What follows belongs to an exercise in optimizing a design on an open flow for small area, a short achievable clock period and few clock cycles; a production flow would make more cautious choices. The RTL was checked by simulation tests, not by an equivalence proof against the original design. Power and IR drop assume default switching activity.

## gamma
## asc_core
module asc_core (
    input  wire        clk,
    input  wire        rst,
    input  wire        start,
    input  wire [23:0] prog_len,
    input  wire [15:0] max_steps,
    output wire        busy,
    output reg         done,
    output reg  [1:0]  status,
    output reg  [2:0]  fault_code,
    output wire [23:0] fault_val,
    output wire [23:0] imem_addr,
    input  wire [35:0] imem_data,
    output reg  [23:0] pc,
    output reg  [15:0] tick,
    output wire [47:0] regs,
    output reg         flag_z,
    output reg         flag_c,
    input  wire [6:0]  mem_raddr,
    output wire [11:0] mem_rdata
);
export LEC_CHECK = 0
export CAP_MARGIN = 10
export CORE_MARGIN = 2
export CORE_UTILIZATION = 60
export CTS_CLUSTER_DIAMETER = 120
export CTS_CLUSTER_SIZE = 24
export PLACE_DENSITY = 0.7
export SETUP_SLACK_MARGIN = 3.5
export SLEW_MARGIN = 10
export SYNTH_HIERARCHICAL = 1
create_clock -name core_clock -period 10.0 [get_ports {clk}]
standard.sh (not shown) runs the stock make flow with config.mk's settings and CLKGATE_MAP_FILE= SYNTH_SCRIPT=/design/flow/synth_recipe.tcl, a recipe that flattens the netlist after the stock synthesis.
==> flow/flow/run.sh <==
#!/bin/bash
set -euo pipefail
bash standard.sh synth > make_synth.log 2>&1
bash standard.sh "BUFFER_PORTS_ARGS=-buffer_cell sky130_fd_sc_hd__buf_1" \
    finish > make_layout.log 2>&1
In gamma the implementation completed, yet the final layout does not meet the checks, the culprit being capacitance limit, slew limit.
Testbench counts of gamma, summed over its fixed seeds: cycles 18,311.
[inputs] beta vs gamma
--- a/flow/config.mk
+++ b/flow/config.mk
@@ -8,8 +8,8 @@
 export CAP_MARGIN = 10
 export CORE_MARGIN = 2
-export CORE_UTILIZATION = 60
+export CORE_UTILIZATION = 50
 export CTS_CLUSTER_DIAMETER = 120
 export CTS_CLUSTER_SIZE = 24
-export PLACE_DENSITY = 0.7
+export PLACE_DENSITY = 0.6
 export SETUP_SLACK_MARGIN = 3.5
 export SLEW_MARGIN = 10
[summary]
Out of beta and gamma, the only run to close with the timing, design-rule and antenna checks passing was beta. Of beta and gamma, gamma shows the lower routed wire length, with beta above it. Between gamma and beta, the part of the power in the clock network does not differ in any meaningful way. Measured against gamma, the first-iteration detailed-routing DRC count of beta comes out at 0.830 times the reference value. Proportion of cell area spent on the clock network: beta vs gamma, no meaningful difference. On beta: sequential share of layout area is 0.27 points higher than what gamma gave. Delta (beta minus gamma): internal portion of total power lower, leakage power summed over all cells went down by 0.88%. Delta (beta minus gamma): die area went up by about 20%; wire length of the first global-routing pass went up by 1.7 mm; initial standard-cell utilization of the core went down by 9.8 points; worst slack on hold paths was more or less identical.

========
v25:
asc_core again, from the RTL that the note above started with.
// asc_core
module asc_core (
    input  wire        clk,
    input  wire        rst,
    input  wire        start,
    input  wire [23:0] prog_len,
    input  wire [15:0] max_steps,
    output wire        busy,
    output reg         done,
    output reg  [1:0]  status,
    output reg  [2:0]  fault_code,
    output wire [23:0] fault_val,
    output wire [23:0] imem_addr,
    input  wire [35:0] imem_data,
    output reg  [23:0] pc,
    output reg  [15:0] tick,
    output wire [47:0] regs,
    output reg         flag_z,
    output reg         flag_c,
    input  wire [6:0]  mem_raddr,
    output wire [11:0] mem_rdata
);
clock: 10.0 ns
lec_check: 0
cap_margin: 10
core_margin: 2
core_utilization: 45
cts_cluster_diameter: 120
cts_cluster_size: 24
place_density: 0.55
setup_slack_margin: 3.5
slew_margin: 10
synth_hierarchical: 1
Scripts as last shown in full above: flow/flow/run.sh
v25 | status: complete | timing, DRC, antenna: pass
Testbench counts of v25, summed over its fixed seeds: cycles 18,311.
Inputs modified between v25 and v2:
- PLACE_DENSITY changed from 0.55 to 0.6
- SLEW_MARGIN changed from 10 to 20
- CORE_UTILIZATION changed from 45 to 50
- CAP_MARGIN changed from 10 to 20
### Flow results
Comparing v25 and v2, the higher combinational share of power was measured on v2.
Summary of v2 over v25: relative contribution of sequential cells to total power about even, path length in cells of the critical path climbed 4, register area share after synthesis held steady, first-pass iteration count of the detailed router lost 1.
The standard cell with the maximum stage delay on the critical path comes out sky130_fd_sc_hd__nand4_1 in one run and sky130_fd_sc_hd__a222oi_1 in the other, namely in v25 and v2 respectively.

static timing again, ports no longer ideal:
Ports are ideal in the flow. The routed layouts listed here were re-timed in OpenROAD.
Step 1 (the two cells are an assumption about what drives the block):
set clk [get_ports {clk}]
set_driving_cell -lib_cell sky130_fd_sc_hd__clkbuf_16 $clk
set_driving_cell -lib_cell sky130_fd_sc_hd__buf_2 [delete_from_list [all_inputs] $clk]
Step 2 also shifts input and output timing later by t, the mid clock arrival at the registers, as if the neighbouring blocks saw the same clock.
Three values: no drivers, after step 1, after step 2; two values: the first two.
run	t (ns)	setup WS [ns]	worst slew at a driven data input, ns	pins driven straight from the clock port
gamma	0.774	2.943 / 2.857 / 2.857	0.14	1
beta	0.800	2.981 / 2.934 / 2.934	0.14	1
v25	0.811	3.035 / 2.918 / 2.918	0.17	1
v2	0.807	2.998 / 2.954 / 2.954	0.13	1
The setup slack of v25, which loses most, moves by -0.117 ns with the drivers and by -0.117 ns with both steps.
